What follows belongs to an exercise in optimizing a design on an open flow for small area; a production flow would make more cautious choices.
In this exercise RTL edits were held to simulation tests only and were not proved equivalent to the original.

delta:
## rclc_deframer
module rclc_deframer (
    input  wire       clk,
    input  wire       rst,         
    input  wire       in_valid,    
    input  wire [7:0] in_byte,
    input  wire       dec_reset,   
    output reg        ev_valid,    
    output reg  [1:0] dec_event,   
    output reg  [2:0] rx_state,    
    output reg        frame_valid,
    output wire [7:0] frame_dc,
    output wire [7:0] frame_len,
    input  wire [5:0] rd_addr,
    output wire [7:0] rd_data      
);
    localparam [7:0] V2_POLY   = 8'hD5;
    localparam [7:0] HDR_V2    = 8'hCC;
    localparam [7:0] HDR_CRC   = 8'hA5;    
    localparam [2:0] S_HEADER = 3'd0,
                     S_DC     = 3'd1,
                     S_LEN    = 3'd2,
                     S_PAY    = 3'd3,
                     S_CRC    = 3'd4;
    localparam [1:0] EV_NONE     = 2'd0,
                     EV_FRAME    = 2'd1,
                     EV_FRAMING  = 2'd2,
                     EV_CHECKSUM = 2'd3;
    reg  [3:0]   rx_dc;
    reg  [5:0]   rx_len;
    reg  [5:0]   rx_rem;       
    reg  [7:0]   rx_crc;
    reg  [3:0]   fr_dc;
    reg  [5:0]   fr_len;
    reg  [495:0] rx_q;
    reg  [495:0] frame_q;
    assign frame_dc  = {4'h0, fr_dc};
    assign frame_len = {2'b00, fr_len};
    wire [7:0] crc_next;
    rclc_crc8_step #(.POLY(V2_POLY)) u_crc (
        .crc_in (rx_crc),
        .data_in(in_byte),
        .crc_out(crc_next)
    );
    wire st_hdr = (rx_state == S_HEADER);
    wire st_dc  = (rx_state == S_DC);
    wire st_len = (rx_state == S_LEN);
    wire st_pay = (rx_state == S_PAY);
    wire st_crc = (rx_state == S_CRC);
    wire crc_ok = (crc_next == 8'h00);
    wire commit = in_valid & ~dec_reset & st_crc & crc_ok;
    reg          ph;           
    wire         rx_ld   = in_valid;
  ...
Size in the first run: roughly 49 I/O pins, ~0.031 sq mm of cells after synthesis.
clock: 10.0 ns
lec_check: 0
cap_margin: 20
core_margin: 2
core_utilization: 60
cts_buf_list: sky130_fd_sc_hd__clkbuf_8
cts_cluster_diameter: 55
cts_cluster_size: 18
slew_margin: 20
synth_hierarchical: 1
buffer_ports_args: -buffer_cell sky130_fd_sc_hd__buf_1
cts_args: -sink_clustering_enable -repair_clock_nets -sink_clustering_size 18 -sink_clustering_max_diameter 55 -buf_list sky130_fd_sc_hd__clkbuf_8 -dont_use_dummy_load
standard.sh (not shown) runs the stock make flow with config.mk's settings and CLKGATE_MAP_FILE= SYNTH_SCRIPT=/design/flow/synth_recipe.tcl, a recipe that flattens the netlist after the stock synthesis.
==> flow/flow/run.sh <==
#!/bin/bash
# The standard layout, with two layout options changed:
#  - port buffers use the smallest buffer (buf_1) instead of the resizer's pick;
#  - clock tree synthesis with the same clustering settings and no dummy loads.
set -euo pipefail
cat >> config.mk <<'CFG'
export BUFFER_PORTS_ARGS = -buffer_cell sky130_fd_sc_hd__buf_1
export CTS_ARGS = -sink_clustering_enable -repair_clock_nets -sink_clustering_size 18 -sink_clustering_max_diameter 55 -buf_list sky130_fd_sc_hd__clkbuf_8 -dont_use_dummy_load
CFG
bash standard.sh > standard.log 2>&1
diff inputs: delta => beta
# delta
export LEC_CHECK = 0
export CAP_MARGIN = 20
export CORE_MARGIN = 2
export CORE_UTILIZATION = 60
export CTS_BUF_LIST = sky130_fd_sc_hd__clkbuf_8
export CTS_CLUSTER_DIAMETER = 55
export CTS_CLUSTER_SIZE = 18
export SLEW_MARGIN = 20
export SYNTH_HIERARCHICAL = 1
export BUFFER_PORTS_ARGS = -buffer_cell sky130_fd_sc_hd__buf_1
export CTS_ARGS = -sink_clustering_enable -repair_clock_nets -sink_clustering_size 18 -sink_clustering_max_diameter 55 -buf_list sky130_fd_sc_hd__clkbuf_8 -dont_use_dummy_load
create_clock -name core_clock -period 10.0 [get_ports {clk}]
# beta
export LEC_CHECK = 0
export CAP_MARGIN = 20
export CORE_MARGIN = 2
export CORE_UTILIZATION = 70
export CTS_BUF_LIST = sky130_fd_sc_hd__clkbuf_8
export CTS_CLUSTER_DIAMETER = 55
export CTS_CLUSTER_SIZE = 18
export SLEW_MARGIN = 20
export SYNTH_HIERARCHICAL = 1
export BUFFER_PORTS_ARGS = -buffer_cell sky130_fd_sc_hd__buf_1
export CTS_ARGS = -sink_clustering_enable -repair_clock_nets -sink_clustering_size 18 -sink_clustering_max_diameter 55 -buf_list sky130_fd_sc_hd__clkbuf_8 -dont_use_dummy_load
create_clock -name core_clock -period 10.0 [get_ports {clk}]
### Flow results
- Compared with delta, total met2 wirelength after detailed routing in beta decreased by a few percent.
- The core of beta is more densely filled than that of delta.
- beta vs. delta: count of routing violations after the opening detailed-route iteration has increased; sequential fraction of total cell area has increased; global-route usage over all layers has increased; wire length has decreased; pre-CTS worst setup slack has decreased.
- In the final reports, the cell area of beta is smaller than that of delta.

port drivers added, routing unchanged:
No port has a modelled driver above. Below, the same layouts with a new extraction and two added sets of constraints. Step 1 sets driving cells, clkbuf_16 on the clock port and buf_2 on the other inputs (assumed; they add their load-dependent delay and slew). Step 2 times the ports against the registers' clock, not the clock port: input delays grow and output delays shrink by t, the midpoint of the rising clock arrivals with the driver on. Slacks: ideal ports / drivers / drivers and shift; pairs: ideal ports / drivers.
run | shift t [ns] | setup slack, ns | worst setup path at the end | slew at the worst register clock pin (ns) | worst slew at a driven data input, ns
delta | 0.719 | 1.202 / 1.180 / 1.180 | input to output | 0.11 / 0.11 | 0.04
beta | 0.728 | 0.945 / 0.914 / 0.914 | input to output | 0.12 / 0.12 | 0.04
After both steps every run listed still meets setup and hold. For beta, which loses most, drivers alone change the setup slack by -0.031 ns; drivers and shift together by -0.031 ns.
